From an optimization exercise on the open Yosys and OpenROAD flow, aimed at small area; shortcuts taken in it are not production practice.
Where RTL was checked, it was by simulation tests only, not by an equivalence proof against the original.
Only the layout flow was run in runs 5 to 7; the RTL was not checked for function there.
Power is estimated from default activity; no workload was simulated.

**flow/config.mk**
```make
export PLATFORM = sky130hd
export DESIGN_NAME = morbo_crom
export DESIGN_NICKNAME = morbo_crom
export VERILOG_FILES = /design/flow/design.v
export SDC_FILE = /design/flow/constraint.sdc
export NUM_CORES = 8
export LEC_CHECK = 0
export CAP_MARGIN = 30
export CELL_PAD_IN_SITES_DETAIL_PLACEMENT = 1
export CELL_PAD_IN_SITES_GLOBAL_PLACEMENT = 1
export CORE_MARGIN = 2
export CORE_UTILIZATION = 45
export PLACE_DENSITY = 0.75
export SETUP_SLACK_MARGIN = 1.0
export SLEW_MARGIN = 30
export SYNTH_HIERARCHICAL = 1
```
**flow/constraint.sdc**
```tcl
create_clock -name core_clock -period 10.0 [get_ports {clk}]
set_input_delay 2.0000 -clock core_clock [delete_from_list [all_inputs] [get_ports {clk}]]
set_output_delay 2.0000 -clock core_clock [all_outputs]
set_load 0.01 [all_outputs]
```
**flow/design.v**
```verilog
module morbo_crom (
  input             clk,
  input             RST,             
  input      [31:0] CMD,
  input      [31:0] OPERAND,
  output reg [31:0] RESULT,
  input      [11:0] EXT_ADDR,        
  output     [31:0] EXT_DATA,
  output     [31:0] HDR_MIRROR,
  output     [31:0] BUSOPT_MIRROR,
  output            VALID_OUT
);
  localparam [7:0] E_ILLEGAL  = 8'h01;
  localparam [7:0] E_RESERVED = 8'h02;
  localparam [7:0] E_BADSEL   = 8'h03;
  localparam [7:0] E_NOSECT   = 8'h04;
  localparam [7:0] E_SECTOPEN = 8'h05;
  localparam [7:0] E_FULL     = 8'h06;
  localparam [7:0] E_RANGE    = 8'h07;
  localparam [7:0] E_INPUT    = 8'h09;
  localparam [7:0] OP_NOP       = 8'h00;
  localparam [7:0] OP_CRC_CLR   = 8'h01;
  localparam [7:0] OP_CRC_WORD  = 8'h02;
  localparam [7:0] OP_CRC_READ  = 8'h03;
  localparam [7:0] OP_ROM_CLR   = 8'h10;
  localparam [7:0] OP_ROM_OPEN  = 8'h11;
  localparam [7:0] OP_ROM_PUT   = 8'h12;
  localparam [7:0] OP_ROM_CLOSE = 8'h13;
  localparam [7:0] OP_ROM_SEAL  = 8'h14;
  localparam [7:0] OP_ROM_READ  = 8'h15;
  localparam [7:0] OP_ROM_BUILD = 8'h16;
  localparam [7:0] OP_IN_WRITE  = 8'h20;
  localparam [7:0] OP_STAT_READ = 8'h30;
  function [15:0] crc_word;
    input [15:0] acc_in;
    input [31:0] w;
    integer i;
    reg [15:0] a;
    reg [3:0]  sum;
    begin
      a = acc_in;
      for (i = 7; i >= 0; i = i - 1) begin
        sum = a[15:12] ^ w[4*i +: 4];
        a   = {a[11:0], 4'b0000} ^ {sum, 12'b0} ^ {7'b0, sum, 5'b0} ^ {12'b0, sum};
      end
      crc_word = a;
    end
  endfunction
  reg [15:0] acc;
  reg [15:0] sacc;
  reg [7:0]  wp;
  reg [6:0]  ss;
  reg        sopen;
  reg        skind;
  reg        valid;
  reg        align_warn;
  reg [7:0]  err;
  reg [6:0]  inset;
  reg [31:0] in0, in1, in2, in3, in4, in5;
  reg        in6nz;
  wire [7:0]  opc = CMD[31:24];
  wire [7:0]  sel = CMD[23:16];
  wire [15:0] imm = CMD[15:0];
  wire op_nop   = opc == OP_NOP;
  wire op_cclr  = opc == OP_CRC_CLR;
  wire op_cword = opc == OP_CRC_WORD;
  wire op_cread = opc == OP_CRC_READ;
  wire op_rclr  = opc == OP_ROM_CLR;
  wire op_open  = opc == OP_ROM_OPEN;
  wire op_put   = opc == OP_ROM_PUT;
  wire op_close = opc == OP_ROM_CLOSE;
  wire op_seal  = opc == OP_ROM_SEAL;
  wire op_rread = opc == OP_ROM_READ;
  wire op_build = opc == OP_ROM_BUILD;
  wire op_inw   = opc == OP_IN_WRITE;
  wire op_stat  = opc == OP_STAT_READ;
  wire known    = op_nop | op_cclr | op_cword | op_cread | op_rclr | op_open | op_put |
                  op_close | op_seal | op_rread | op_build | op_inw | op_stat;
  wire uses_sel = op_open | op_inw | op_stat;
  wire rom_full = wp[7];
  reg [7:0] fcode;
  always @* begin
    fcode = 8'h00;
    if (!known)                               fcode = E_ILLEGAL;
    else if (!uses_sel && sel != 8'd0)        fcode = E_RESERVED;
    else if (!op_rread && imm != 16'd0)       fcode = E_RESERVED;
    else if (op_open && sel > 8'd1)           fcode = E_BADSEL;
    else if (op_inw  && sel > 8'd6)           fcode = E_BADSEL;
    else if (op_stat && sel > 8'd2)           fcode = E_BADSEL;
    else if (op_rread && imm[15:7] != 9'd0)   fcode = E_RANGE;
    else if (op_open && sopen)                fcode = E_SECTOPEN;
    else if (op_open && rom_full)             fcode = E_FULL;
    else if (op_put && !sopen)                fcode = E_NOSECT;
    else if (op_put && rom_full)              fcode = E_FULL;
    else if (op_close && !sopen)              fcode = E_NOSECT;
    else if (op_seal && sopen)                fcode = E_SECTOPEN;
    else if (op_build && inset != 7'h7f)      fcode = E_INPUT;
  end
  wire ok   = fcode == 8'h00;
  wire exec = !RST && ok;
  wire [15:0] crc_out = crc_word(op_put ? sacc : acc, OPERAND);
  wire [15:0] bib_crc  = crc_word(crc_word(crc_word(crc_word(16'h0000,
                           in0), in1 & 32'h2FFF_FFFF), in2), in3);
  wire [15:0] info_crc = crc_word(crc_word(16'h0000, in4), in5);
  wire        clr   = RST || (exec && op_rclr);
  wire        build = exec && op_build;
  wire        bulk  = clr || build;
  wire        wr    = exec && (op_open || op_put || op_close);
  wire [6:0]  waddr = op_close ? ss : wp[6:0];
  wire [6:0]  n7    = wp[6:0] - ss - 7'd1;        
  wire [31:0] hdr   = skind ? {9'd0, n7, sacc} : {1'b0, n7, 1'b0, n7, sacc};
  wire [31:0] wsrc  = op_put ? OPERAND : op_close ? hdr : 32'h0;
  function [31:0] img;
    input integer g;
    begin
      case (g)
        0:  img = {16'h0404, bib_crc};
        1:  img = in0;
        2:  img = in1 & 32'h2FFF_FFFF;
        3:  img = in2;
        4:  img = in3;
        5:  img = 32'h0004B339;
        6:  img = 32'h03123456;
        7:  img = 32'h17654321;
        8:  img = 32'h81000002;
        9:  img = 32'hB8000006;
        10: img = 32'h00040D83;
        13: img = 32'h48454C4C;
        14: img = 32'h4F000000;
        15: img = {16'h0002, info_crc};
        16: img = in4;
        17: img = in5;
        default: img = 32'h0;
      endcase
    end
  endfunction
  reg [31:0] rom [0:127];
  genvar g;
  generate
    for (g = 0; g < 128; g = g + 1) begin : g_word
      wire        en = bulk || (wr && waddr == g);
      wire [31:0] d  = clr ? 32'h0 : build ? img(g) : wsrc;
      wire [31:0] nxt;
      wire        en_n = ~en;
      genvar b;
      for (b = 0; b < 32; b = b + 1) begin : g_bit
        morbo_hold u_hold (.q(rom[g][b]), .d(d[b]), .en(en), .en_n(en_n), .y(nxt[b]));
      end
      always @(posedge clk)
        rom[g] <= nxt;
    end
  endgenerate
  wire [31:0] rd_cmd, rd_ext;
  wire [32*128-1:0] rom_flat;
  generate
    for (g = 0; g < 128; g = g + 1) begin : g_flat
      assign rom_flat[32*g +: 32] = rom[g];
    end
  endgenerate
  morbo_rd u_rd_cmd (.words(rom_flat), .idx(imm[6:0]),      .q(rd_cmd));
  morbo_rd u_rd_ext (.words(rom_flat), .idx(EXT_ADDR[8:2]), .q(rd_ext));
  wire [31:0] status = {1'b0, inset, err, 1'b0, align_warn, valid, skind, sopen, 3'b000, wp};
  always @(posedge clk) begin
    if (RST) begin
      acc        <= 16'h0000;
      sacc       <= 16'h0000;
      wp         <= 8'd0;
      ss         <= 7'd0;
      sopen      <= 1'b0;
      skind      <= 1'b0;
      valid      <= 1'b0;
      align_warn <= 1'b0;
      err        <= 8'h00;
      inset      <= 7'h00;
      RESULT     <= 32'h0;
    end else begin
      RESULT <= 32'h0;
      if (!ok) begin
        if (err == 8'h00)
          err <= fcode;
      end else begin
        if (op_cclr)  acc <= 16'h0000;
        if (op_cword) acc <= crc_out;
        if (op_cread) RESULT <= {16'h0000, acc};
        if (op_rclr) begin
          wp <= 8'd0; ss <= 7'd0; sopen <= 1'b0; skind <= 1'b0;
          sacc <= 16'h0000; valid <= 1'b0; align_warn <= 1'b0;
        end
        if (op_open) begin
          ss <= wp[6:0]; wp <= wp + 8'd1; sacc <= 16'h0000;
          sopen <= 1'b1; skind <= sel[0]; valid <= 1'b0;
        end
        if (op_put) begin
          wp <= wp + 8'd1; sacc <= crc_out;
        end
        if (op_close) begin
          sopen <= 1'b0; skind <= 1'b0;
        end
        if (op_seal)  valid <= 1'b1;
        if (op_rread) RESULT <= rd_cmd;
        if (op_build) begin
          wp <= 8'd18; ss <= 7'd15; sopen <= 1'b0; skind <= 1'b0;
          sacc <= info_crc; valid <= 1'b1; align_warn <= in6nz;
        end
        if (op_stat)
          RESULT <= (sel[1:0] == 2'd0) ? status :
                    (sel[1:0] == 2'd1) ? {25'd0, ss} : {16'h0000, sacc};
        if (op_inw) inset[sel[2:0]] <= 1'b1;
      end
    end
  end
  wire inw = exec && op_inw;
  wire [5:0] in_en;
  genvar k;
  generate
    for (k = 0; k < 6; k = k + 1) begin : g_in
      assign in_en[k] = inw && sel[2:0] == k;
    end
  endgenerate
  wire [31:0] in0_n, in1_n, in2_n, in3_n, in4_n, in5_n;
  morbo_hold32 u_in0 (.q(in0), .d(OPERAND), .en(in_en[0]), .en_n(~in_en[0]), .y(in0_n));
  morbo_hold32 u_in1 (.q(in1), .d(OPERAND), .en(in_en[1]), .en_n(~in_en[1]), .y(in1_n));
  morbo_hold32 u_in2 (.q(in2), .d(OPERAND), .en(in_en[2]), .en_n(~in_en[2]), .y(in2_n));
  morbo_hold32 u_in3 (.q(in3), .d(OPERAND), .en(in_en[3]), .en_n(~in_en[3]), .y(in3_n));
  morbo_hold32 u_in4 (.q(in4), .d(OPERAND), .en(in_en[4]), .en_n(~in_en[4]), .y(in4_n));
  morbo_hold32 u_in5 (.q(in5), .d(OPERAND), .en(in_en[5]), .en_n(~in_en[5]), .y(in5_n));
  always @(posedge clk) begin
    in0 <= in0_n; in1 <= in1_n; in2 <= in2_n; in3 <= in3_n; in4 <= in4_n; in5 <= in5_n;
    if (inw && sel[2:0] == 3'd6)
      in6nz <= OPERAND[9:0] != 10'd0;
  end
  assign EXT_DATA      = rd_ext;
  assign HDR_MIRROR    = rom[0];
  assign BUSOPT_MIRROR = rom[2];
  assign VALID_OUT     = valid;
endmodule
module morbo_rd (
  input  [32*128-1:0] words,
  input  [6:0]        idx,
  output [31:0]       q
);
  wire [127:0] oh;
  genvar i, b;
  generate
    for (i = 0; i < 128; i = i + 1) begin : g_oh
      assign oh[i] = idx == i;
    end
  endgenerate
  generate
    for (b = 0; b < 32; b = b + 1) begin : g_bit
      wire [42:0] t;
      for (i = 0; i < 42; i = i + 1) begin : g_t
        morbo_aoi3 u (.s({oh[3*i+2], oh[3*i+1], oh[3*i]}),
                      .d({words[32*(3*i+2)+b], words[32*(3*i+1)+b], words[32*(3*i)+b]}),
                      .y(t[i]));
      end
      morbo_aoi2 u_last (.s(oh[127:126]), .d({words[32*127+b], words[32*126+b]}), .y(t[42]));
      assign q[b] = ~&t;
    end
  endgenerate
endmodule
module morbo_aoi2 (
  input  [1:0] s,
  input  [1:0] d,
  output       y
);
  assign y = ~|(s & d);
endmodule
module morbo_aoi3 (
  input  [2:0] s,
  input  [2:0] d,
  output       y
);
  assign y = ~|(s & d);
endmodule
module morbo_hold (
  input  q,
  input  d,
  input  en,
  input  en_n,
  output y
);
  assign y = (q | en) & (d | en_n);
endmodule
module morbo_hold32 (
  input  [31:0] q,
  input  [31:0] d,
  input         en,
  input         en_n,
  output [31:0] y
);
  genvar b;
  generate
    for (b = 0; b < 32; b = b + 1) begin : g_bit
      morbo_hold u (.q(q[b]), .d(d[b]), .en(en), .en_n(en_n), .y(y[b]));
    end
  endgenerate
endmodule
```
**flow/run.sh**
```bash
#!/bin/bash
# synth_recipe.tcl (not shown) runs the flow's synth.tcl, then flattens the netlist and writes it again
# the make line also repeats each setting of config.mk as NAME=value (left out here)
make -C /OpenROAD-flow-scripts/flow DESIGN_CONFIG=/design/flow/config.mk WORK_HOME=/design/flow/orfs CLKGATE_MAP_FILE= SYNTH_SCRIPT=/design/flow/synth_recipe.tcl finish
```
==> out/qor.csv, run 1 <==
metric,value,unit
Clock transition at path regs,60,ps
reg2reg end,rom[0][5],
global-route wire length before repair,1400000,µm
Routed Antenna Nets,0,
setup_tns,0,ps
Tot Pwr,0.0420,W
flop-to-flop setup slack,1900,ps
Worst Tran Pin Value,1330,ps
CP max stage cell,a222oi_1,
area growth from synthesis to layout,20.9,%
dpl cells,20891,
Mean Syn Cell Area,12.0,µm²
largest net degree at the start of global routing,123,
RSZ-0062 raised after global routing,yes,
hold depth,1,
WHS Endpoint,align_warn,
VDD IR max,149,µV
clock skew,47.9,ps
CP startpoint kind,primary input,
Max Root-Sink Buffers,4,
Post-layout nets,16281,
Util after Layout,54.7,%
max-slew violation count,0,
crit path DAT,7470,ps
die footprint,0.396,mm²
met2 Use GR,67.0,%
pre-CTS WS,763,ps
vias in the first global route,168965,
register area,0.0877,mm²
Yosys warning count,9,
Period minus WS final,9470,ps
TritonRoute pass-1 iters,15,
cts hold-fix bufs,0,
required time worst endpoint,8000,ps
Global Route Usage Sum,49.7,%
clock latency on the worst-skew pair,1080,ps
Placer Congestion,1.04,
Power Density,198,mW/mm²
final WL,1040000,µm
Avg WL per Cell,47.7,µm
Vias/cell,8.40,
CP cell instances,clkdlybuf4s50_1 > nor2_1 > nand2_1 > nor2_2 > buf_4 > a222oi_1 > nand4_1 > nor4_4 > nand3_1 > clkdlybuf4s50_1,
Via Count,183405,
RR Startpoint,in0[26],
Die Y,629,µm
worst setup margin,525,ps
antenna violations before repair,94,
Syn Nets,14769,
Post-Synthesis Cells,14676,
final HPWL from detailed placement,684000,µm
Hold Path Class,register to register,
Initial Util,45.2,%
# IOs,207,
layout cells sized above 1,15.0,%
layer with the highest usage,met2,
met1 Use GR,59.3,%
fraction of the cycle the final worst path needs,94.7,%
CTS sink cnt,4380,
r2r worst-path depth,15,
Slew headroom,10.4,%
H-tree lvl count,5,
1st-iter DRT viols,43923,
Peak Freq,106,MHz
worst hold start,in6nz,
mapped cell area,0.176,mm²
CTS tree,done,
Max Cap Viol,0,
area of the multi-input gates,0.0911,mm²
critical path capture point type,output port,
crit path kind,primary input to output port,
Worst path max stage delay,1060,ps
GRT met3 Usage,24.7,%
status,finished clean,
post-route insts no fill,21835,
Die Wd,629,µm
Rows,229,
Critical Path Most Common Cell,clkdlybuf4s50_1,
leakage power,85.0,nW
CTS buffer count,461,
fillers,39684,
CP Max Fanout,12,
grt ovf,0,
core area,0.389,mm²
clock root cell,clkbuf_16,
Final Setup Violations,0,
DRC Markers,0,
buffers added on ports,201,
final-report hold violation count,0,
-- stage by stage --
stage          cell area, µm²  hold slack [ps]
2_1_floorplan          176000              436
3_3_place_gp           195000              439
3_5_place_dp           196000              470
4_1_cts                212000              484
5_1_grt                213000              495
6_report               213000              482
-- flip-flops by register name, indices dropped and copies added (netlist names), 8 cells and up --
| register | cells |
|---|---|
| rom | 4096 |
| RESULT | 32 |
| in0 | 32 |
| in2 | 32 |
| in3 | 32 |
| in4 | 32 |
| in5 | 32 |
| in1 | 29 |
| acc | 16 |
| sacc | 16 |
| wp | 8 |
-- repair_timing --
item / CTS / global route
setup endpoints to repair: 9 / 29
buffers inserted: 4 / 7
cloned: 2 / 1
resized for setup: 5 / 19
pin swaps: 3 / 9
-- worst max-delay path by stage --
stage	depth (start not counted)	to	slack, ps	startpoint
floorplan	17	rom[0][21]	700	CMD[26]
global placement	10	EXT_DATA[4]	630	EXT_ADDR[2]
detailed placement	9	EXT_DATA[9]	760	EXT_ADDR[8]
CTS	12	EXT_DATA[6]	890	EXT_ADDR[4]
global route	12	EXT_DATA[19]	920	EXT_ADDR[5]
finish	10	EXT_DATA[9]	530	EXT_ADDR[5]
-- routing by layer --
layer | vias to the layer above | part of all wire [%] | routed length [µm]
li1 | 70038 | - | -
met1 | 92654 | 34 | 357000
met2 | 16491 | 38 | 396000
met3 | 4148 | 17 | 181000
met4 | 74 | 10 | 105000
met5 | - | 0.15 | 1590
-- power breakdown --
group	switching [W]	internal, W
Sequential	0.00105	0.0187
Combinational	0.00247	0.00151
Clock	0.00769	0.0106
-- cells in the final DEF, fill, tap and decap left out, types with 26 or more instances in the layout --
cell type        count
nor3_1              66
nor4_2              59
nand2_1            115
o21ai_0             27
nor2_4             197
nor4_1              55
a22oi_1             27
o21a_1             121
clkbuf_16          469
xnor3_1            134
buf_16              27
clkbuf_1            90
clkdlybuf4s50_1    196
o22a_1            4286
a22oi_2             64
a222oi_1          2697
mux2i_1             40
dfxtp_1           4379
a21oi_1             53
nand3_1            156
xnor2_1            336
nor2_1             217
clkinv_2            92
nand2_2             26
nor2_2              93
nand4_1            645
xor2_1             116
buf_4              878
bufinv_16           46
diode_2             69
buf_12              60
inv_1              156
clkbuf_8           119
o21ai_4            118
-- critical path: cells and delay by family --
kind                   cells  cell delay (ps)
AO/OA/AOI/OAI              1             1060
buffers and inverters      3             1540
AND/OR/NAND/NOR            6             2840
-- layout make-up --
type	count	area share (%)
multi-input cells	9988	42.8
flip-flops and latches	4380	41.2
clock buffers	678	6.45
repair buffers	1188	5.05
well taps	5197	3.06
clock inverters	166	1.01
inverters	169	0.298
diodes	69	0.0812
==> inputs of run 2 (changes only) <==
==> flow/config.mk (replaced) <==
export PLATFORM = sky130hd
export DESIGN_NAME = morbo_crom
export DESIGN_NICKNAME = morbo_crom
export VERILOG_FILES = /design/flow/design.v
export SDC_FILE = /design/flow/constraint.sdc
export NUM_CORES = 8
export LEC_CHECK = 0
export CAP_MARGIN = 10
export CELL_PAD_IN_SITES_DETAIL_PLACEMENT = 1
export CELL_PAD_IN_SITES_GLOBAL_PLACEMENT = 1
export CORE_MARGIN = 2
export CORE_UTILIZATION = 35
export PLACE_DENSITY = 0.65
export SLEW_MARGIN = 10
export SYNTH_HIERARCHICAL = 1
==> run 2 against run 1 <==
- now fails the layout checks on capacitance limit, slew limit, setup timing
- die area grew 28%
- register-to-register slack gained 500 ps
- via count shrank 2.9%
- setup slack lost 840 ps
- worst hold slack lost 20 ps
- critical path depth is the same
- sequential power is essentially flat
- routed wire length grew 1.2%
- largest cell class unchanged
==> out/qor.csv, run 2 <==
metric,value,unit,change
Rows,260,,+14%
Net Switching,0.0114,W,+1.9%
Global Route Usage Sum,39.2,%,-10 points
Placer Congestion,1.04,,+0.12%
post-route insts no fill,23283,,+6.6%
largest net degree at the start of global routing,120,,-2.4%
final WL,1050000,µm,+1.2%
grt ovf,0,,unchanged
Critical path origin,EXT_ADDR[4],,
clock latency on the worst-skew pair,1140,ps,+60 ps
RR Startpoint,in0[26],,
mapped cell area,0.176,mm²,unchanged
antenna violations before repair,108,,+15%
GRT met3 Usage,15.1,%,-9.5 points
"commonest non-fill, non-tap cells in the layout","dfxtp_1, o22a_1, a222oi_1",,
postcts setup bufs,0,,-4
met2 Use GR,55.9,%,-11 points
"leading cell type in the layout, fill and taps excluded",dfxtp_1,,
Period minus WS final,10320,ps,+841 ps
leakage power,84.4,nW,-0.71%
CP cell instances,clkdlybuf4s50_1 > nor2b_1 > nand3_2 > nor2_4 > buf_4 > a222oi_1 > nand4_1 > nor4_2 > nand3_1 > clkdlybuf4s50_1,,
area growth from synthesis to layout,21.5,%,
Die Y,713,µm,+13%
Yosys warning count,9,,unchanged
Largest Register,rom,,
flop-to-flop setup slack,2400,ps,+500 ps
Clock transition at path regs,70,ps,about the same
Peak Freq,96.9,MHz,-8.1%
CP startpoint kind,primary input,,
crit path DAT,8320,ps,+850 ps
setup_tns,-316,ps,-316 ps
RSZ-0062 raised after global routing,no,,
status,"complete, but fails checks",,
max reg flops,4096,,unchanged
DRC Markers,0,,unchanged
cts hold-fix bufs,0,,unchanged
Final Setup Violations,1,,+1
clock root cell,clkbuf_16,,
layer with the highest usage,met2,,
Initial Util,35.1,%,-10 points
Via Count,178009,,-2.9%
fraction of the cycle the final worst path needs,103,%,+8.4 points
Hold Path Class,register to register,,
global-route wire length before repair,1410000,µm,+0.62%
Max Root-Sink Buffers,4,,unchanged
r2r worst-path depth,16,,+1
Int Pwr,0.0306,W,-0.81%
CP Max Fanout,16,,+4
clock power share,43.6,%,about the same
dpl cells,22331,,+6.9%
Reg power frac,46.8,%,about the same
reg2reg end,rom[0][15],,
Power Density,196,mW/mm²,-0.59%
1st-iter DRT viols,37292,,-15%
Avg WL per Cell,45.3,µm,-5.1%
worst setup margin,-316,ps,-841 ps
die footprint,0.508,mm²,+28%
Mean Syn Cell Area,12.0,µm²,unchanged
met1 Use GR,47.8,%,-11 points
CP max stage cell,nor4_2,,
cts repair resizes,0,,-5
Critical Path Most Common Cell,clkdlybuf4s50_1,,
H-tree lvl count,5,,unchanged
layout cells sized above 1,14.6,%,-0.40 points
Routed Antenna Nets,0,,unchanged
crit path to,EXT_DATA[24],,
final-report hold violation count,0,,unchanged
Worst path max stage delay,1100,ps,+40 ps
# IOs,207,,unchanged
TritonRoute pass-1 iters,12,,-3
CTS sink cnt,4380,,unchanged
required time worst endpoint,8000,ps,about the same
crit path kind,primary input to output port,,
logic gate share of total power,9.5,%,about the same
core area,0.501,mm²,+29%
Post-Synthesis Cells,14676,,unchanged
Util after Layout,42.7,%,-12 points
Die Wd,713,µm,+13%
Layout Check Fail Reasons,"capacitance limit, slew limit, setup timing",,
clock skew,127,ps,+79.5 ps
Post-layout nets,16218,,-0.39%
max-slew violation count,5,,+5
buffers added on ports,201,,unchanged
CTS buffer count,472,,+2.4%
Slew headroom,-8.03,%,-18 points
Max Cap Viol,3,,+3
CTS tree,done,,
Vias/cell,7.65,,-9.0%
VDD IR max,179,µV,+20%
critical path capture point type,output port,,
Syn Nets,14769,,unchanged
Worst Tran Pin Value,1610,ps,+275 ps
final HPWL from detailed placement,693000,µm,+1.4%
vias in the first global route,163803,,-3.1%
pre-CTS WS,484,ps,-279 ps
Sw Ratio,27.2,%,+0.54 points
## run 2: how the worst min path moves through the flow
stage	to	cells past startpoint	slack, ps	start
6_report	align_warn	1	460	in6nz
5_1_grt	align_warn	1	490	in6nz
4_1_cts	align_warn	1	460	in6nz
3_5_place_dp	align_warn	1	460	in6nz
3_3_place_gp	align_warn	1	440	in6nz
2_1_floorplan	align_warn	1	440	in6nz
## run 2: critical path: cells and delay by family
| kind | cells | cell delay [ps] |
|---|---|---|
| AOI/OAI and AO/OA | 1 | 360 |
| and+or+nand+nor | 6 | 4290 |
| buffers and inverters | 3 | 1590 |
## run 2: final cells by class
class	count	area [µm²]
fill	52800	287000
multi-input combinational	9985	91200
sequential	4380	87700
clock buffer	694	13800
timing repair buffer	1117	9750
tap	6681	8360
clock inverter	166	2110
inverter	169	634
antenna	91	228
## run 2: metrics by stage
| step | power (W) | hold slack, ps | area, µm² |
|---|---|---|---|
| after floorplan | 0.0218 | 436 | 176000 |
| after global placement | 0.0236 | 444 | 197000 |
| after detailed placement | 0.0238 | 456 | 198000 |
| after CTS | 0.0418 | 464 | 214000 |
| after global routing | 0.0429 | 487 | 214000 |
| final | 0.0420 | 462 | 214000 |
## run 2: power by group through the flow
stage               logic (W)  registers [W]  clock network (W)
detailed placement    0.00381         0.0200                  0
CTS                   0.00382         0.0196             0.0184
global route          0.00404         0.0198             0.0191
global placement      0.00373         0.0199                  0
floorplan             0.00204         0.0197                  0
finish                0.00401         0.0197             0.0183
## run 2: routing by layer
layer	share of wire (%)	vias to the layer above	routed length, µm
li1	-	69919	-
met1	36	91829	384000
met2	40	13278	426000
met3	14	2887	150000
met4	8.9	96	93600
met5	0.13	-	1420
==> inputs of run 3 (changes only) <==
==> flow/flow/run.sh (new file) <==
#!/bin/bash
# Layout flow: the standard flow, with clock tree synthesis run without
# dummy loads and with a fixed buffer type and sink clustering.
set -euo pipefail
export CTS_ARGS="-sink_clustering_enable -repair_clock_nets -dont_use_dummy_load -sink_clustering_size 30 -sink_clustering_max_diameter 60 -buf_list sky130_fd_sc_hd__clkbuf_16"
bash standard.sh > standard.log 2>&1
==> flow/standard.sh (new file) <==
#!/bin/bash
# synth_recipe.tcl (not shown) runs the flow's synth.tcl, then flattens the netlist and writes it again
# the make line also repeats each setting of config.mk as NAME=value (left out here)
make -C /OpenROAD-flow-scripts/flow DESIGN_CONFIG=/design/flow/config.mk WORK_HOME=/design/flow/orfs CLKGATE_MAP_FILE= SYNTH_SCRIPT=/design/flow/synth_recipe.tcl "${@:-finish}"
removed: flow/run.sh
==> run 3 against run 2 <==
- still fails the layout checks on capacitance limit, slew limit, setup timing
- clock-buffer cell count is 278 lower
- maximum frequency increased by 0.45%
- synthesized cell count unchanged
- sequential share of layout area rose by 1.1 points
- setup slack better by 46 ps
- critical endpoint unchanged
==> out/qor.csv, run 3 <==
metric,value,unit,change
status,"complete, but fails checks",,
Layout Check Fail Reasons,"capacitance limit, slew limit, setup timing",,
clock root cell,clkbuf_16,,
Vias/cell,7.74,,+1.2%
CP cell instances,clkdlybuf4s50_1 > nor2b_1 > nand2_2 > nor2_4 > buf_4 > a222oi_1 > nand4_1 > nor4_2 > nand3_1 > clkdlybuf4s50_1,,
hold_ws,363,ps,-98.1 ps
clock latency on the worst-skew pair,1110,ps,-30 ps
fraction of the cycle the final worst path needs,103,%,-0.46 points
Die Wd,713,µm,unchanged
Initial Util,35.1,%,unchanged
VDD IR max,137,µV,-23%
final-report hold violation count,0,,unchanged
Post-DP Area,0.198,mm²,unchanged
layout cells sized above 1,12.9,%,-1.7 points
Global Route Usage Sum,39.0,%,-0.18 points
RSZ-0062 raised after global routing,no,,
area growth from synthesis to layout,18.4,%,
critical path capture point type,output port,,
CTS tree,done,,
Hold Path Class,register to register,,
Buf/Inv on CP,3,,unchanged
final HPWL from detailed placement,693000,µm,unchanged
grt ovf,0,,unchanged
CP Max Fanout,26,,+10
Final Setup Violations,1,,unchanged
Period minus WS final,10270,ps,-45.8 ps
antenna violations before repair,116,,+7.4%
cts repair resizes,0,,unchanged
CTS sink cnt,4380,,unchanged
final WL,1050000,µm,-0.42%
Yosys warning count,9,,unchanged
Routed Antenna Nets,0,,unchanged
TritonRoute pass-1 iters,13,,+1
Peak Freq,97.4,MHz,+0.45%
Placer Congestion,1.04,,unchanged
vias in the first global route,162740,,-0.65%
"commonest non-fill, non-tap cells in the layout","dfxtp_1, o22a_1, a222oi_1",,
core area,0.501,mm²,unchanged
DRC Markers,0,,unchanged
Post-Synthesis Cells,14676,,unchanged
global-route wire length before repair,1410000,µm,-0.54%
# IOs,207,,unchanged
"leading cell type in the layout, fill and taps excluded",dfxtp_1,,
Slew headroom,-3.07,%,+5.0 points
worst setup margin,-270,ps,+45.8 ps
crit path DAT,8270,ps,-50 ps
die footprint,0.508,mm²,unchanged
H-tree lvl count,5,,unchanged
Crit path max-delay family,simple AND/OR/NAND/NOR gates,,
Via Count,176675,,-0.75%
max-slew violation count,2,,-3
required time worst endpoint,8000,ps,about the same
leakage power,81.7,nW,-3.2%
Avg WL per Cell,46.0,µm,+1.5%
1st-iter DRT viols,36982,,-0.83%
CTS buffer count,416,,-12%
Max Root-Sink Buffers,4,,unchanged
Power Density,181,mW/mm²,-7.7%
Rows,260,,unchanged
Critical Path Most Common Cell,clkdlybuf4s50_1,,
setup_tns,-270,ps,+45.8 ps
Max Cap Viol,5,,+2
Die Y,713,µm,unchanged
Syn Nets,14769,,unchanged
largest net degree at the start of global routing,120,,unchanged
crit path kind,primary input to output port,,
Mean Syn Cell Area,12.0,µm²,unchanged
Worst Tran Pin Value,1530,ps,-73.7 ps
CP max stage cell,nor4_2,,
postcts setup bufs,0,,unchanged
mapped cell area,0.176,mm²,unchanged
clock skew,124,ps,-3.24 ps
Clock transition at path regs,60,ps,about the same
buffers added on ports,201,,unchanged
CP startpoint kind,primary input,,
cts hold-fix bufs,0,,unchanged
Worst path max stage delay,1120,ps,+20 ps
Layout Cell Area excl Fill,0.208,mm²,-2.6%
max reg flops,4096,,unchanged
fillers,52992,,+0.36%
Largest Register,rom,,
Post-layout nets,16165,,-0.33%
## run 3: cell count changes in the layout (fill, tap and decap cells not counted), moves of 4 or more
| cell | previous run | this run |
|---|---|---|
| bufinv_16 | 32 | 0 |
| clkbuf_1 | 111 | 0 |
| clkbuf_16 | 478 | 416 |
| clkbuf_8 | 105 | 0 |
| clkinv_16 | 12 | 0 |
| clkinv_2 | 91 | 0 |
| clkinv_4 | 6 | 0 |
| clkinv_8 | 5 | 0 |
| clkinvlp_4 | 14 | 0 |
| diode_2 | 91 | 85 |
| inv_16 | 4 | 0 |
## run 3: path summary, 6_finish.rpt
| check | end | slack (ps) | cells past startpoint | start |
|---|---|---|---|---|
| setup / recovery | EXT_DATA[24] | -270 | 10 | EXT_ADDR[3] |
| setup reg to reg | rom[0][15] | 2420 | 16 | in0[26] |
| hold reg to reg | align_warn | 360 | 1 | in6nz |
| hold / removal | align_warn | 360 | 1 | in6nz |
## run 3: worst register-to-register path: cells and delay by family, from the launching register on
family          cells  cell delay, ps
xor+xnor           14            6500
flops               1             600
compound gates      2             320
## run 3: area by class of cell
cell class / instances / area, µm² / share of cell area, %
antenna: 85 / 213 / 0.102
timing repair buffer: 1120 / 9780 / 4.69
multi-input combinational: 9985 / 91200 / 43.8
tap: 6681 / 8360 / 4.01
clock buffer: 416 / 10400 / 5.00
inverter: 169 / 634 / 0.305
sequential: 4380 / 87700 / 42.1
## run 3: layer usage
layer	GRT usage (%)	wire length, µm	vias up
met5	0.650	777	-
met4	28.1	93300	100
met3	14.7	148000	2868
met2	55.9	425000	13053
met1	47.6	383000	91268
li1	-	-	69386
## run 3: stage by stage
step	power [W]	cells	util [%]	setup slack [ps]
finish	0.0378	22836	41.6	-270
global route	0.0386	22777	41.6	283
CTS	0.0375	22747	41.5	483
detailed placement	0.0238	22331	39.4	484
global placement	0.0236	22328	39.4	470
floorplan	0.0218	14676	-	679
## run 3: power by group
| part | internal [W] | total, W | switching [W] |
|---|---|---|---|
| Clock | 0.00725 | 0.0141 | 0.00684 |
| Combinational | 0.00150 | 0.00401 | 0.00251 |
| Sequential | 0.0187 | 0.0197 | 0.000995 |
| Total | 0.0274 | 0.0378 | 0.0103 |
==> inputs of run 4 (changes only) <==
==> flow/flow/run.sh (replaced) <==
#!/bin/bash
# Layout flow: the standard flow, with clock tree synthesis run without
# dummy loads, with clkbuf_8 buffers and sink clusters of at most 12 sinks
# within 50 um.
set -euo pipefail
export CTS_ARGS="-sink_clustering_enable -repair_clock_nets -dont_use_dummy_load -sink_clustering_size 12 -sink_clustering_max_diameter 50 -buf_list sky130_fd_sc_hd__clkbuf_8"
bash standard.sh > standard.log 2>&1
==> flow/config.mk (replaced) <==
export PLATFORM = sky130hd
export DESIGN_NAME = morbo_crom
export DESIGN_NICKNAME = morbo_crom
export VERILOG_FILES = /design/flow/design.v
export SDC_FILE = /design/flow/constraint.sdc
export NUM_CORES = 8
export LEC_CHECK = 0
export CAP_MARGIN = 30
export CELL_PAD_IN_SITES_DETAIL_PLACEMENT = 1
export CELL_PAD_IN_SITES_GLOBAL_PLACEMENT = 1
export CORE_MARGIN = 2
export CORE_UTILIZATION = 45
export PLACE_DENSITY = 0.75
export SETUP_SLACK_MARGIN = 1.0
export SLEW_MARGIN = 30
export SYNTH_HIERARCHICAL = 1
==> run 4 against run 3 <==
- now clean on timing, DRC and antenna
- critical endpoint is now EXT_DATA[6]
- non-clock buffer count up 62
- clock power down 21%
- flip-flop and latch count unchanged
==> out/qor.csv, run 4 <==
metric,value,unit,change
Critical path origin,EXT_ADDR[5],,
Period minus WS final,9390,ps,-880 ps
CP Depth,11,,+1
clock root cell,clkbuf_8,,
area growth from synthesis to layout,16.0,%,
Die Wd,629,µm,-12%
CP max stage cell,nor4_1,,
"leading cell type in the layout, fill and taps excluded",dfxtp_1,,
vias in the first global route,166515,,+2.3%
core area,0.389,mm²,-22%
Vias/cell,8.46,,+9.3%
RSZ-0062 raised after global routing,yes,,
Global Route Usage Sum,49.1,%,+10 points
critical path capture point type,output port,,
Yosys warning count,9,,unchanged
CTS sink cnt,4380,,unchanged
Via Count,181970,,+3.0%
clock skew,142,ps,+17.7 ps
Initial Util,45.2,%,+10 points
Power Density,171,mW/mm²,-5.9%
Syn Nets,14769,,unchanged
Hold Path Class,register to register,,
crit path kind,primary input to output port,,
r2r worst-path depth,16,,unchanged
Peak Freq,106,MHz,+9.4%
leakage power,80.9,nW,-1.1%
Worst Tran Pin Value,1260,ps,-274 ps
flop-to-flop setup slack,1980,ps,-440 ps
largest net degree at the start of global routing,123,,+2.5%
RR Startpoint,in0[30],,
H-tree lvl count,6,,+1
layout cells sized above 1,13.8,%,+0.89 points
CTS buffer count,521,,+25%
setup_tns,0,ps,+270 ps
grt ovf,0,,unchanged
Buf/Inv on CP,4,,+1
crit path DAT,7390,ps,-880 ps
Placer Congestion,1.04,,-0.11%
1st-iter DRT viols,43815,,+18%
Slew headroom,16.2,%,+19 points
Clock transition at path regs,90,ps,+30 ps
Routed Antenna Nets,0,,unchanged
# IOs,207,,unchanged
global-route wire length before repair,1390000,µm,-1.3%
VDD IR max,141,µV,+3.3%
reg2reg end,rom[0][5],,
CP startpoint kind,primary input,,
Largest Register,rom,,
cts hold-fix bufs,0,,unchanged
final-report hold violation count,0,,unchanged
buffers added on ports,201,,unchanged
Rows,229,,-12%
clock latency on the worst-skew pair,1390,ps,+280 ps
CTS tree,done,,
Max Cap Viol,0,,-5
final WL,1030000,µm,-2.0%
crit path to,EXT_DATA[6],,
Util after Layout,52.4,%,+11 points
CP cell instances,clkdlybuf4s50_1 > nor2_1 > nand2_1 > buf_4 > nor2_4 > buf_4 > a222oi_1 > nand4_1 > nor4_1 > nand3_1 > clkdlybuf4s50_1,,
Avg WL per Cell,47.8,µm,+4.1%
die footprint,0.396,mm²,-22%
fillers,40324,,-24%
Post-Synthesis Cells,14676,,unchanged
final HPWL from detailed placement,684000,µm,-1.4%
Post-DP Area,0.196,mm²,-0.76%
antenna violations before repair,96,,-17%
Crit path max-delay family,simple AND/OR/NAND/NOR gates,,
Final Setup Violations,0,,-1
Worst path max stage delay,830,ps,-290 ps
Mean Syn Cell Area,12.0,µm²,unchanged
mapped cell area,0.176,mm²,unchanged
fraction of the cycle the final worst path needs,93.9,%,-8.8 points
max-slew violation count,0,,-2
TritonRoute pass-1 iters,15,,+2
DRC Markers,0,,unchanged
status,finished clean,,
Layout Cell Area excl Fill,0.204,mm²,-2.1%
CP Max Fanout,24,,-7.7%
Max Root-Sink Buffers,4,,unchanged
"commonest non-fill, non-tap cells in the layout","dfxtp_1, o22a_1, a222oi_1",,
Post-layout nets,16335,,+1.1%
Die Y,629,µm,-12%
required time worst endpoint,8000,ps,about the same
max reg flops,4096,,unchanged
## run 4: cell count changes in the layout (fill, tap and decap cells not counted), moves of 9 or more
| cell | change |
|---|---|
| buf_12 | -10 |
| buf_16 | +30 |
| buf_4 | +25 |
| clkbuf_16 | -416 |
| clkbuf_8 | +521 |
| diode_2 | -12 |
| inv_1 | -12 |
| nand2_1 | +11 |
| nand2_2 | -12 |
| nor2_2 | +61 |
| nor2_4 | -57 |
| nor4_2 | -9 |
## run 4: worst min path at each step
stage,startpoint,end,slack (ps),cells after the start
after CTS,in6nz,align_warn,460,1
after global routing,in6nz,align_warn,460,1
after global placement,in6nz,align_warn,440,1
after floorplan,in6nz,align_warn,440,1
final,in6nz,align_warn,450,1
after detailed placement,in6nz,align_warn,470,1
## run 4: power by group
group          leakage (nW)  switching, W  internal, W
sequential             36.7       0.00104       0.0186
clock                  3.75       0.00655      0.00462
combinational          40.5       0.00244      0.00151
## run 4: metal layers
metal  GRT usage, %  vias to the layer above  wire [µm]
li1               -                    69629          -
met1           59.6                    91921     354000
met2           66.9                    16519     394000
met3           23.4                     3821     180000
met4           36.4                       80     100000
met5         0.0604                        -        741
## run 4: cell type report
type	instances	area, µm²	area share [%]
Multi-Input combinational cell	9988	91100	44.6
Sequential cell	4380	87700	43.0
Timing Repair Buffer	1182	10800	5.27
Clock buffer	521	7170	3.51
Tap cell	5197	6500	3.19
Inverter	169	634	0.311
Antenna cell	73	183	0.0895
## run 4: per-stage QoR
step / power (W) / setup WS, ps / hold slack (ps) / cells
after detailed placement: 0.0237 / 763 / 470 / 20891
after global placement: 0.0235 / 629 / 439 / 20860
after floorplan: 0.0218 / 699 / 436 / 14676
final: 0.0348 / 610 / 453 / 21510
after CTS: 0.0344 / 1010 / 455 / 21413
after global routing: 0.0355 / 877 / 463 / 21476
## run 4: what timing repair did
action	CTS	global route
pin swaps	1	9
cloned	1	2
buffers inserted	0	3
resized for setup	6	14
setup endpoints to repair	7	21
==> inputs of run 5 (changes only) <==
--- a/flow/design.v
+++ b/flow/design.v
@@ -106,10 +106,13 @@
   wire        build = exec && op_build;
   wire        bulk  = clr || build;
   wire        wr    = exec && (op_open || op_put || op_close);
-  wire [6:0]  waddr = op_close ? ss : wp[6:0];
+  wire        rread = exec && op_rread;
+  wire [6:0]  waddr = op_rread ? imm[6:0] : op_close ? ss : wp[6:0];
+  wire        wsel  = wr || rread;
   wire [6:0]  n7    = wp[6:0] - ss - 7'd1;        
   wire [31:0] hdr   = skind ? {9'd0, n7, sacc} : {1'b0, n7, 1'b0, n7, sacc};
-  wire [31:0] wsrc  = op_put ? OPERAND : op_close ? hdr : 32'h0;
+  wire [31:0] rd_cmd;
+  wire [31:0] wsrc  = op_put ? OPERAND : op_close ? hdr : op_rread ? rd_cmd : 32'h0;
   function [31:0] img;
     input integer g;
     begin
@@ -135,10 +138,12 @@
     end
   endfunction
   reg [31:0] rom [0:127];
+  wire [127:0] sel_cmd;
   genvar g;
   generate
     for (g = 0; g < 128; g = g + 1) begin : g_word
-      wire        en = bulk || (wr && waddr == g);
+      wire        en = bulk || (wsel && waddr == g);
+      assign sel_cmd[g] = en;
       wire [31:0] d  = clr ? 32'h0 : build ? img(g) : wsrc;
       wire [31:0] nxt;
       wire        en_n = ~en;
@@ -150,14 +155,14 @@
         rom[g] <= nxt;
     end
   endgenerate
-  wire [31:0] rd_cmd, rd_ext;
+  wire [31:0] rd_ext;
   wire [32*128-1:0] rom_flat;
   generate
     for (g = 0; g < 128; g = g + 1) begin : g_flat
       assign rom_flat[32*g +: 32] = rom[g];
     end
   endgenerate
-  morbo_rd u_rd_cmd (.words(rom_flat), .idx(imm[6:0]),      .q(rd_cmd));
+  morbo_rdoh u_rd_cmd (.words(rom_flat), .oh(sel_cmd), .q(rd_cmd));
   morbo_rd u_rd_ext (.words(rom_flat), .idx(EXT_ADDR[8:2]), .q(rd_ext));
   wire [31:0] status = {1'b0, inset, err, 1'b0, align_warn, valid, skind, sopen, 3'b000, wp};
   always @(posedge clk) begin
@@ -249,6 +254,25 @@
   generate
     for (b = 0; b < 32; b = b + 1) begin : g_bit
       wire [42:0] t;
+      for (i = 0; i < 42; i = i + 1) begin : g_t
+        morbo_aoi3 u (.s({oh[3*i+2], oh[3*i+1], oh[3*i]}),
+                      .d({words[32*(3*i+2)+b], words[32*(3*i+1)+b], words[32*(3*i)+b]}),
+                      .y(t[i]));
+      end
+      morbo_aoi2 u_last (.s(oh[127:126]), .d({words[32*127+b], words[32*126+b]}), .y(t[42]));
+      assign q[b] = ~&t;
+    end
+  endgenerate
+endmodule
+module morbo_rdoh (
+  input  [32*128-1:0] words,
+  input  [127:0]      oh,
+  output [31:0]       q
+);
+  genvar i, b;
+  generate
+    for (b = 0; b < 32; b = b + 1) begin : g_bit
+      wire [42:0] t;
       for (i = 0; i < 42; i = i + 1) begin : g_t
         morbo_aoi3 u (.s({oh[3*i+2], oh[3*i+1], oh[3*i]}),
                       .d({words[32*(3*i+2)+b], words[32*(3*i+1)+b], words[32*(3*i)+b]}),
==> flow/flow/run.sh (replaced) <==
#!/bin/bash
# Layout flow: the standard flow, with clock tree synthesis run without
# dummy loads, with clkbuf_8 buffers and sink clustering of at most 16 sinks.
set -euo pipefail
export CTS_ARGS="-sink_clustering_enable -repair_clock_nets -dont_use_dummy_load -sink_clustering_size 16 -sink_clustering_max_diameter 60 -buf_list sky130_fd_sc_hd__clkbuf_8"
bash standard.sh > standard.log 2>&1
==> flow/config.mk (replaced) <==
export PLATFORM = sky130hd
export DESIGN_NAME = morbo_crom
export DESIGN_NICKNAME = morbo_crom
export VERILOG_FILES = /design/flow/design.v
export SDC_FILE = /design/flow/constraint.sdc
export NUM_CORES = 8
export LEC_CHECK = 0
export CAP_MARGIN = 20
export CELL_PAD_IN_SITES_DETAIL_PLACEMENT = 1
export CELL_PAD_IN_SITES_GLOBAL_PLACEMENT = 1
export CORE_MARGIN = 2
export CORE_UTILIZATION = 45
export PLACE_DENSITY = 0.75
export SETUP_SLACK_MARGIN = 0.3
export SLEW_MARGIN = 20
export SYNTH_HIERARCHICAL = 1
==> run 5 against run 4 <==
- the layout now fails its checks (setup timing)
- highest routed layer unchanged
- die area shrank 0.68%
- synthesized cell count is 1.4% lower
- critical path depth decreased by 2
- clock power decreased by 15%
- utilization rose by 0.062 points
==> out/qor.csv, run 5 <==
metric,value,unit,change
register area,0.0877,mm²,unchanged
flop-to-flop setup slack,2210,ps,+230 ps
area growth from synthesis to layout,16.0,%,about the same
vias in the first global route,160002,,-3.9%
antenna violations before repair,81,,-16%
"commonest non-fill, non-tap cells in the layout","dfxtp_1, o22a_1, a222oi_1",,
Peak Freq,98.9,MHz,-7.2%
Post-Synthesis Cells,14466,,-1.4%
Layout Check Fail Reasons,setup timing,,
layout cells sized above 1,13.2,%,-0.63 points
CP startpoint kind,primary input,,
WHS Endpoint,RESULT[14],,
buffers added on ports,201,,unchanged
CP Max Fanout,24,,unchanged
Global Route Usage Sum,43.5,%,-5.7 points
Hold Path Class,register to register,,
Clock transition at path regs,110,ps,+20 ps
leakage power,79.6,nW,-1.6%
area of the multi-input gates,0.0891,mm²,-2.2%
Reg power frac,57.7,%,+1.1 points
final-report hold violation count,0,,unchanged
hold depth,2,,+1
CTS sink cnt,4380,,unchanged
hold_ws,465,ps,+11.6 ps
CTS buffer count,390,,-25%
fillers,39994,,-0.82%
Int Pwr,0.0240,W,-3.1%
Slew headroom,11.4,%,-4.7 points
Vias/cell,8.09,,-4.4%
Via Count,172911,,-5.0%
Yosys warning count,9,,unchanged
Critical path origin,EXT_ADDR[3],,
worst hold start,align_warn,,
Net Switching,0.0101,W,+0.49%
Sw Ratio,29.5,%,+0.75 points
VDD IR max,135,µV,-4.6%
Syn Nets,14559,,-1.4%
Rows,228,,-0.44%
postcts setup bufs,0,,unchanged
worst setup margin,-114,ps,-724 ps
r2r worst-path depth,22,,+6
Post-layout nets,16251,,-0.51%
Mean Syn Cell Area,12.1,µm²,+0.75%
Max Cap Viol,0,,unchanged
clock power share,28.0,%,-4.1 points
Die Y,627,µm,-0.34%
global-route wire length before repair,1240000,µm,-11%
RR Startpoint,inset[4],,
H-tree lvl count,5,,-1
Initial Util,45.3,%,+0.052 points
max reg flops,4096,,unchanged
DRC Markers,0,,unchanged
cts hold-fix bufs,0,,unchanged
status,"complete, but fails checks",,
Routed Antenna Nets,0,,unchanged
Worst Tran Pin Value,1320,ps,+60.7 ps
1st-iter DRT viols,35948,,-18%
final HPWL from detailed placement,629000,µm,-8.0%
Placer Congestion,1.02,,-2.0%
fraction of the cycle the final worst path needs,101,%,+7.2 points
Util after Layout,52.5,%,+0.062 points
crit path kind,primary input to output port,,
reg2reg end,rom[74][11],,
Final Setup Violations,1,,+1
Avg WL per Cell,42.1,µm,-12%
clock latency on the worst-skew pair,1290,ps,-100 ps
TritonRoute pass-1 iters,13,,-2
Power Density,168,mW/mm²,-1.4%
final WL,899000,µm,-13%
Largest Register,rom,,
max-slew violation count,0,,unchanged
CTS tree,done,,
grt ovf,0,,unchanged
clock root cell,clkbuf_8,,
"leading cell type in the layout, fill and taps excluded",dfxtp_1,,
mapped cell area,0.175,mm²,-0.69%
clock skew,178,ps,+36.5 ps
required time worst endpoint,8000,ps,about the same
Max Root-Sink Buffers,4,,unchanged
largest net degree at the start of global routing,180,,+46%
crit path DAT,8110,ps,+720 ps
# IOs,207,,unchanged
RSZ-0062 raised after global routing,no,,
Die Wd,627,µm,-0.34%
core area,0.386,mm²,-0.80%
die footprint,0.393,mm²,-0.68%
logic gate share of total power,14.3,%,+3.0 points
critical path capture point type,output port,,
Period minus WS final,10110,ps,+724 ps
[run 5: power by group through the flow]
stage                     combinational [W]  sequential (W)  clock, W
after floorplan                     0.00262          0.0197         0
after global placement              0.00453          0.0199         0
after detailed placement            0.00463          0.0200         0
after CTS                           0.00464          0.0196   0.00954
after global routing                0.00494          0.0198    0.0102
final                               0.00486          0.0197   0.00955
[run 5: metrics by stage]
| stage | setup slack [ps] | total power [W] | instances | TNS, ps | instance area [µm²] |
|---|---|---|---|---|---|
| 6_report | -114 | 0.0341 | 21371 | -114 | 203000 |
| 5_1_grt | 399 | 0.0349 | 21339 | 0 | 203000 |
| 4_1_cts | 435 | 0.0338 | 21321 | 0 | 202000 |
| 3_5_place_dp | -80.5 | 0.0246 | 20931 | -1080 | 197000 |
| 3_3_place_gp | -69.1 | 0.0245 | 20930 | -428 | 197000 |
| 2_1_floorplan | 477 | 0.0224 | 14466 | 0 | 175000 |
[run 5: worst max-delay path, stage by stage]
cell and delay, ps:
clkdlybuf4s50_1 690, nor2b_1 180, nand2_1 920, nor2_2 470
a222oi_1 810, nand4_1 410, nor4_2 980, nand3_1 910
clkdlybuf4s50_1 700
[run 5: area by class of cell]
class / instances / area share (%)
timing repair buffer: 1430 / 6.58
antenna: 40 / 0.0494
clock buffer: 390 / 2.65
sequential: 4380 / 43.3
multi-input combinational: 9801 / 44.0
inverter: 155 / 0.287
tap: 5175 / 3.20
[run 5: what timing repair did]
action,4_1_cts,5_1_grt
setup endpoints to repair,0,2
endpoints found under the hold margin,0,0
resized for setup,0,2
[run 5: layer usage]
layer | GRT usage (%) | share of wire, % | wire length [µm]
met1 | 56.0 | 37 | 331000
met2 | 62.2 | 41 | 368000
met5 | 0.370 | 0.071 | 641
met3 | 13.2 | 14 | 127000
met4 | 29.3 | 8.0 | 72000
[run 5: worst max-delay path by stage]
stage / endpoint / cells after the start
finish: EXT_DATA[15] / 9
global route: rom[74][11] / 25
CTS: EXT_DATA[13] / 11
detailed placement: rom[3][20] / 29
global placement: rom[3][20] / 29
floorplan: rom[0][28] / 26
==> inputs of run 6 (changes only) <==
--- a/flow/design.v
+++ b/flow/design.v
@@ -106,13 +106,10 @@
   wire        build = exec && op_build;
   wire        bulk  = clr || build;
   wire        wr    = exec && (op_open || op_put || op_close);
-  wire        rread = exec && op_rread;
-  wire [6:0]  waddr = op_rread ? imm[6:0] : op_close ? ss : wp[6:0];
-  wire        wsel  = wr || rread;
+  wire [6:0]  waddr = op_close ? ss : wp[6:0];
   wire [6:0]  n7    = wp[6:0] - ss - 7'd1;        
   wire [31:0] hdr   = skind ? {9'd0, n7, sacc} : {1'b0, n7, 1'b0, n7, sacc};
-  wire [31:0] rd_cmd;
-  wire [31:0] wsrc  = op_put ? OPERAND : op_close ? hdr : op_rread ? rd_cmd : 32'h0;
+  wire [31:0] wsrc  = op_put ? OPERAND : op_close ? hdr : 32'h0;
   function [31:0] img;
     input integer g;
     begin
@@ -138,32 +135,24 @@
     end
   endfunction
   reg [31:0] rom [0:127];
-  wire [127:0] sel_cmd;
   genvar g;
   generate
     for (g = 0; g < 128; g = g + 1) begin : g_word
-      wire        en = bulk || (wsel && waddr == g);
-      assign sel_cmd[g] = en;
-      wire [31:0] d  = clr ? 32'h0 : build ? img(g) : wsrc;
-      wire [31:0] nxt;
-      wire        en_n = ~en;
-      genvar b;
-      for (b = 0; b < 32; b = b + 1) begin : g_bit
-        morbo_hold u_hold (.q(rom[g][b]), .d(d[b]), .en(en), .en_n(en_n), .y(nxt[b]));
-      end
       always @(posedge clk)
-        rom[g] <= nxt;
+        if (bulk || (wr && waddr == g))
+          rom[g] <= clr ? 32'h0 : build ? img(g) : wsrc;
     end
   endgenerate
-  wire [31:0] rd_ext;
-  wire [32*128-1:0] rom_flat;
-  generate
-    for (g = 0; g < 128; g = g + 1) begin : g_flat
-      assign rom_flat[32*g +: 32] = rom[g];
-    end
-  endgenerate
-  morbo_rdoh u_rd_cmd (.words(rom_flat), .oh(sel_cmd), .q(rd_cmd));
-  morbo_rd u_rd_ext (.words(rom_flat), .idx(EXT_ADDR[8:2]), .q(rd_ext));
+  reg [31:0] rd_cmd, rd_ext;
+  integer r;
+  always @* begin
+    rd_cmd = 32'h0;
+    rd_ext = 32'h0;
+    for (r = 0; r < 128; r = r + 1) begin
+      rd_cmd = rd_cmd | (rom[r] & {32{imm[6:0] == r}});
+      rd_ext = rd_ext | (rom[r] & {32{EXT_ADDR[8:2] == r}});
+    end
+  end
   wire [31:0] status = {1'b0, inset, err, 1'b0, align_warn, valid, skind, sopen, 3'b000, wp};
   always @(posedge clk) begin
     if (RST) begin
@@ -214,109 +203,21 @@
       end
     end
   end
-  wire inw = exec && op_inw;
-  wire [5:0] in_en;
-  genvar k;
-  generate
-    for (k = 0; k < 6; k = k + 1) begin : g_in
-      assign in_en[k] = inw && sel[2:0] == k;
-    end
-  endgenerate
-  wire [31:0] in0_n, in1_n, in2_n, in3_n, in4_n, in5_n;
-  morbo_hold32 u_in0 (.q(in0), .d(OPERAND), .en(in_en[0]), .en_n(~in_en[0]), .y(in0_n));
-  morbo_hold32 u_in1 (.q(in1), .d(OPERAND), .en(in_en[1]), .en_n(~in_en[1]), .y(in1_n));
-  morbo_hold32 u_in2 (.q(in2), .d(OPERAND), .en(in_en[2]), .en_n(~in_en[2]), .y(in2_n));
-  morbo_hold32 u_in3 (.q(in3), .d(OPERAND), .en(in_en[3]), .en_n(~in_en[3]), .y(in3_n));
-  morbo_hold32 u_in4 (.q(in4), .d(OPERAND), .en(in_en[4]), .en_n(~in_en[4]), .y(in4_n));
-  morbo_hold32 u_in5 (.q(in5), .d(OPERAND), .en(in_en[5]), .en_n(~in_en[5]), .y(in5_n));
   always @(posedge clk) begin
-    in0 <= in0_n; in1 <= in1_n; in2 <= in2_n; in3 <= in3_n; in4 <= in4_n; in5 <= in5_n;
-    if (inw && sel[2:0] == 3'd6)
-      in6nz <= OPERAND[9:0] != 10'd0;
+    if (exec && op_inw) begin
+      case (sel[2:0])
+        3'd0: in0 <= OPERAND;
+        3'd1: in1 <= OPERAND;
+        3'd2: in2 <= OPERAND;
+        3'd3: in3 <= OPERAND;
+        3'd4: in4 <= OPERAND;
+        3'd5: in5 <= OPERAND;
+        default: in6nz <= OPERAND[9:0] != 10'd0;
+      endcase
+    end
   end
   assign EXT_DATA      = rd_ext;
   assign HDR_MIRROR    = rom[0];
   assign BUSOPT_MIRROR = rom[2];
   assign VALID_OUT     = valid;
 endmodule
-module morbo_rd (
-  input  [32*128-1:0] words,
-  input  [6:0]        idx,
-  output [31:0]       q
-);
-  wire [127:0] oh;
-  genvar i, b;
-  generate
-    for (i = 0; i < 128; i = i + 1) begin : g_oh
-      assign oh[i] = idx == i;
-    end
-  endgenerate
-  generate
-    for (b = 0; b < 32; b = b + 1) begin : g_bit
-      wire [42:0] t;
-      for (i = 0; i < 42; i = i + 1) begin : g_t
-        morbo_aoi3 u (.s({oh[3*i+2], oh[3*i+1], oh[3*i]}),
-                      .d({words[32*(3*i+2)+b], words[32*(3*i+1)+b], words[32*(3*i)+b]}),
-                      .y(t[i]));
-      end
-      morbo_aoi2 u_last (.s(oh[127:126]), .d({words[32*127+b], words[32*126+b]}), .y(t[42]));
-      assign q[b] = ~&t;
-    end
-  endgenerate
-endmodule
-module morbo_rdoh (
-  input  [32*128-1:0] words,
-  input  [127:0]      oh,
-  output [31:0]       q
-);
-  genvar i, b;
-  generate
-    for (b = 0; b < 32; b = b + 1) begin : g_bit
-      wire [42:0] t;
-      for (i = 0; i < 42; i = i + 1) begin : g_t
-        morbo_aoi3 u (.s({oh[3*i+2], oh[3*i+1], oh[3*i]}),
-                      .d({words[32*(3*i+2)+b], words[32*(3*i+1)+b], words[32*(3*i)+b]}),
-                      .y(t[i]));
-      end
-      morbo_aoi2 u_last (.s(oh[127:126]), .d({words[32*127+b], words[32*126+b]}), .y(t[42]));
-      assign q[b] = ~&t;
-    end
-  endgenerate
-endmodule
-module morbo_aoi2 (
-  input  [1:0] s,
-  input  [1:0] d,
-  output       y
-);
-  assign y = ~|(s & d);
-endmodule
-module morbo_aoi3 (
-  input  [2:0] s,
-  input  [2:0] d,
-  output       y
-);
-  assign y = ~|(s & d);
-endmodule
-module morbo_hold (
-  input  q,
-  input  d,
-  input  en,
-  input  en_n,
-  output y
-);
-  assign y = (q | en) & (d | en_n);
-endmodule
-module morbo_hold32 (
-  input  [31:0] q,
-  input  [31:0] d,
-  input         en,
-  input         en_n,
-  output [31:0] y
-);
-  genvar b;
-  generate
-    for (b = 0; b < 32; b = b + 1) begin : g_bit
-      morbo_hold u (.q(q[b]), .d(d[b]), .en(en), .en_n(en_n), .y(y[b]));
-    end
-  endgenerate
-endmodule
==> flow/run.sh (new file) <==
#!/bin/bash
# synth_recipe.tcl (not shown) runs the flow's synth.tcl, then flattens the netlist and writes it again
# the make line also repeats each setting of config.mk as NAME=value (left out here)
make -C /OpenROAD-flow-scripts/flow DESIGN_CONFIG=/design/flow/config.mk WORK_HOME=/design/flow/orfs CLKGATE_MAP_FILE= SYNTH_SCRIPT=/design/flow/synth_recipe.tcl finish
==> flow/config.mk (replaced) <==
export PLATFORM = sky130hd
export DESIGN_NAME = morbo_crom
export DESIGN_NICKNAME = morbo_crom
export VERILOG_FILES = /design/flow/design.v
export SDC_FILE = /design/flow/constraint.sdc
export NUM_CORES = 8
export LEC_CHECK = 0
export CAP_MARGIN = 20
export CELL_PAD_IN_SITES_DETAIL_PLACEMENT = 2
export CELL_PAD_IN_SITES_GLOBAL_PLACEMENT = 2
export CORE_MARGIN = 2
export CORE_UTILIZATION = 50
export PLACE_DENSITY = 0.62
export SLEW_MARGIN = 20
removed: flow/flow/run.sh
removed: flow/standard.sh
==> run 6 against run 5 <==
- the flow now stops in detailed placement (3_5_place_dp)
- synthesized area grew 8.3%
- synthesized cell count shrank 14%
==> out/qor.csv, run 6 <==
metric,value,unit,change
Syn Nets,12516,,-14%
Placer Congestion,1.27,,+24%
Die Wd,619,µm,-1.3%
Rows,225,,-1.3%
Yosys reg bits,4380,,
Post-Synthesis Cells,12424,,-14%
Initial Util,50.3,%,+5.0 points
most frequent cell after synthesis,edfxtp_1,,
Mean Syn Cell Area,15.2,µm²,+26%
Yosys warning count,2,,-7
synth cell count leaders,"edfxtp_1, a22oi_1, a22o_1",,
status,aborted with a tool error,,
buffers added on ports,201,,unchanged
Die Y,619,µm,-1.3%
# IOs,207,,unchanged
Synth area leader,edfxtp_1,,
sequential area share after synthesis,69.0,%,
top cell type's share of synthesized area,68.0,%,
Post-synth EDFFs,4286,,
mapped cell area,0.189,mm²,+8.3%
library cells used by synthesis,58,,
First Err,[ERROR DPL-0033] detailed placement checks failed during check placement.,,
final HPWL from detailed placement,1150000,µm,+82%
Most used DFF post-synth,edfxtp_1,,
dominant cells by area after synthesis,"edfxtp_1, a22oi_1, a22o_1",,
Halt Stage,detailed placement (3_5_place_dp),,
fraction of registers with async set/reset,0,%,
==> run 6: worst max path at each step <==
stage	endpoint	slack, ps	cells after the start
global placement	EXT_DATA[16]	980	10
floorplan	rom[100][4]	1580	12
==> run 6: cell families after synthesis <==
| logic type | count (synthesis) | synth area share [%] |
|---|---|---|
| and+or+nand+nor | 1684 | 4.64 |
| AOI/OAI and AO/OA | 4699 | 19.9 |
| muxes | 28 | 0.149 |
| buffers and inverters | 947 | 1.88 |
| adders and majority gates | 14 | 0.0966 |
| xor gates and xnor gates | 672 | 4.34 |
| DFF | 4380 | 69.0 |
==> run 6: power groups by stage <==
stage	sequential [W]	combinational, W	clock, W
global placement	0.0219	0.00336	0
floorplan	0.0216	0.00120	0
==> run 6: stage by stage <==
| step | worst slack (ps) | area [µm²] | instances | total power [W] |
|---|---|---|---|---|
| global placement | 977 | 209000 | 17712 | 0.0252 |
| floorplan | 1580 | 189000 | 12424 | 0.0228 |
==> inputs of run 7 (changes only) <==
==> flow/config.mk (replaced) <==
export PLATFORM = sky130hd
export DESIGN_NAME = morbo_crom
export DESIGN_NICKNAME = morbo_crom
export VERILOG_FILES = /design/flow/design.v
export SDC_FILE = /design/flow/constraint.sdc
export NUM_CORES = 8
export LEC_CHECK = 0
export CAP_MARGIN = 0
export CELL_PAD_IN_SITES_DETAIL_PLACEMENT = 0
export CELL_PAD_IN_SITES_GLOBAL_PLACEMENT = 0
export CORE_MARGIN = 2
export CORE_UTILIZATION = 50
export PLACE_DENSITY = 0.6
export SLEW_MARGIN = 0
==> run 7 against run 6 <==
- synthesized cell count is the same
- synthesized area is the same
- the flow stops in global routing (5_1_grt)
==> out/qor.csv, run 7 <==
metric,value,unit,change
Post-Synthesis Cells,12424,,unchanged
Rows,225,,unchanged
fraction of registers with async set/reset,0,%,unchanged
H-tree lvl count,5,,
grt ovf,8797,,
dominant cells by area after synthesis,"edfxtp_1, a22oi_1, a22o_1",,
library cells used by synthesis,58,,unchanged
Halt Stage,global routing (5_1_grt),,
CTS buffer count,454,,
buffers added on ports,201,,unchanged
Global Route Usage Sum,97.6,%,
Yosys reg bits,4380,,unchanged
most frequent cell after synthesis,edfxtp_1,,
Post-synth EDFFs,4286,,unchanged
Initial Util,50.3,%,unchanged
First Err,[ERROR GRT-0116] Global routing finished with congestion. Check the congestion regions in the DRC Viewer.,,
vias in the first global route,206089,,
cts hold-fix bufs,0,,
Max Root-Sink Buffers,4,,
mapped cell area,0.189,mm²,unchanged
Synth area leader,edfxtp_1,,
CTS sink cnt,4380,,
sequential area share after synthesis,69.0,%,unchanged
final HPWL from detailed placement,1100000,µm,-4.0%
Die Wd,619,µm,unchanged
postcts setup bufs,0,,
cts repair resizes,0,,
Placer Congestion,1.29,,+1.9%
Yosys warning count,2,,unchanged
pre-CTS WS,1110,ps,
synth cell count leaders,"edfxtp_1, a22oi_1, a22o_1",,
top cell type's share of synthesized area,68.0,%,unchanged
Most used DFF post-synth,edfxtp_1,,
# IOs,207,,unchanged
Post-DP Area,0.209,mm²,
largest net degree at the start of global routing,120,,
clock root cell,clkbuf_16,,
Mean Syn Cell Area,15.2,µm²,unchanged
status,aborted with a tool error,,
global-route wire length before repair,2460000,µm,
Syn Nets,12516,,unchanged
Die Y,619,µm,unchanged
run 7: cell counts after synthesis:
No cell type changed its count.
run 7: cell families after synthesis:
family          synth area share [%]
fa+ha+maj                     0.0966
mux                            0.149
xor+xnor                        4.34
flops                           69.0
buf+inv                         1.88
compound gates                  19.9
simple gates                    4.64
run 7: worst min path at each step:
stage	from	endpoint	slack (ps)	cells after the start
CTS	align_warn	align_warn	510	2
detailed placement	inset[3]	inset[3]	490	2
global placement	inset[0]	inset[0]	490	2
floorplan	inset[5]	RESULT[29]	440	1
run 7: layer usage:
layer / track usage [%] / overflow
met3: 95.2 / 1684
met5: 88.6 / 224
met1: 96.9 / 1800
met4: 97.0 / 1940
met2: 101 / 3149
run 7: power groups by stage:
stage | registers (W) | clock network, W | logic [W]
global placement | 0.0219 | 0 | 0.00349
detailed placement | 0.0219 | 0 | 0.00350
floorplan | 0.0216 | 0 | 0.00120
CTS | 0.0215 | 0.0172 | 0.00350
run 7: through the flow:
stage          power [W]  instances  hold slack (ps)  util [%]
2_1_floorplan     0.0228      12424              442         -
4_1_cts           0.0422      18622              506      59.5
3_3_place_gp      0.0254      17783              488      55.5
3_5_place_dp      0.0254      17787              486      55.5

-- separate check: timing with driven ports --
The flow's constraints put no driver on any port. The routed layouts listed below were extracted and timed again, unchanged, in two steps.
Step 1, drivers: a clkbuf_16 drives clk and a buf_2 each remaining input, both assumed.
Step 2 times the ports against the registers' clock, not the clock port: input delays grow and output delays shrink by t, the midpoint of the rising clock arrivals with the driver on.
a / b / c = ideal ports / drivers / drivers and shift; a / b = the first two.
run	shift t [ns]	slack for setup (ns)	hold WS [ns]	worst register clock-pin slew, ns	pins driven straight from the clock port
run 1	1.173	0.525 / 0.221 / 0.221	0.482 / 0.482 / 0.482	0.07 / 0.07	1
run 2	1.218	-0.316 / -0.546 / -0.546	0.462 / 0.462 / 0.462	0.07 / 0.07	1
run 3	1.170	-0.270 / -0.486 / -0.486	0.363 / 0.363 / 0.363	0.09 / 0.09	1
run 4	1.410	0.610 / 0.289 / 0.279	0.453 / 0.453 / 0.453	0.09 / 0.09	1
run 5	1.312	-0.114 / -0.287 / -0.919	0.465 / 0.465 / 0.465	0.11 / 0.11	1
The setup slack of run 5, which loses most, moves by -0.173 ns with the drivers and by -0.805 ns with both steps.
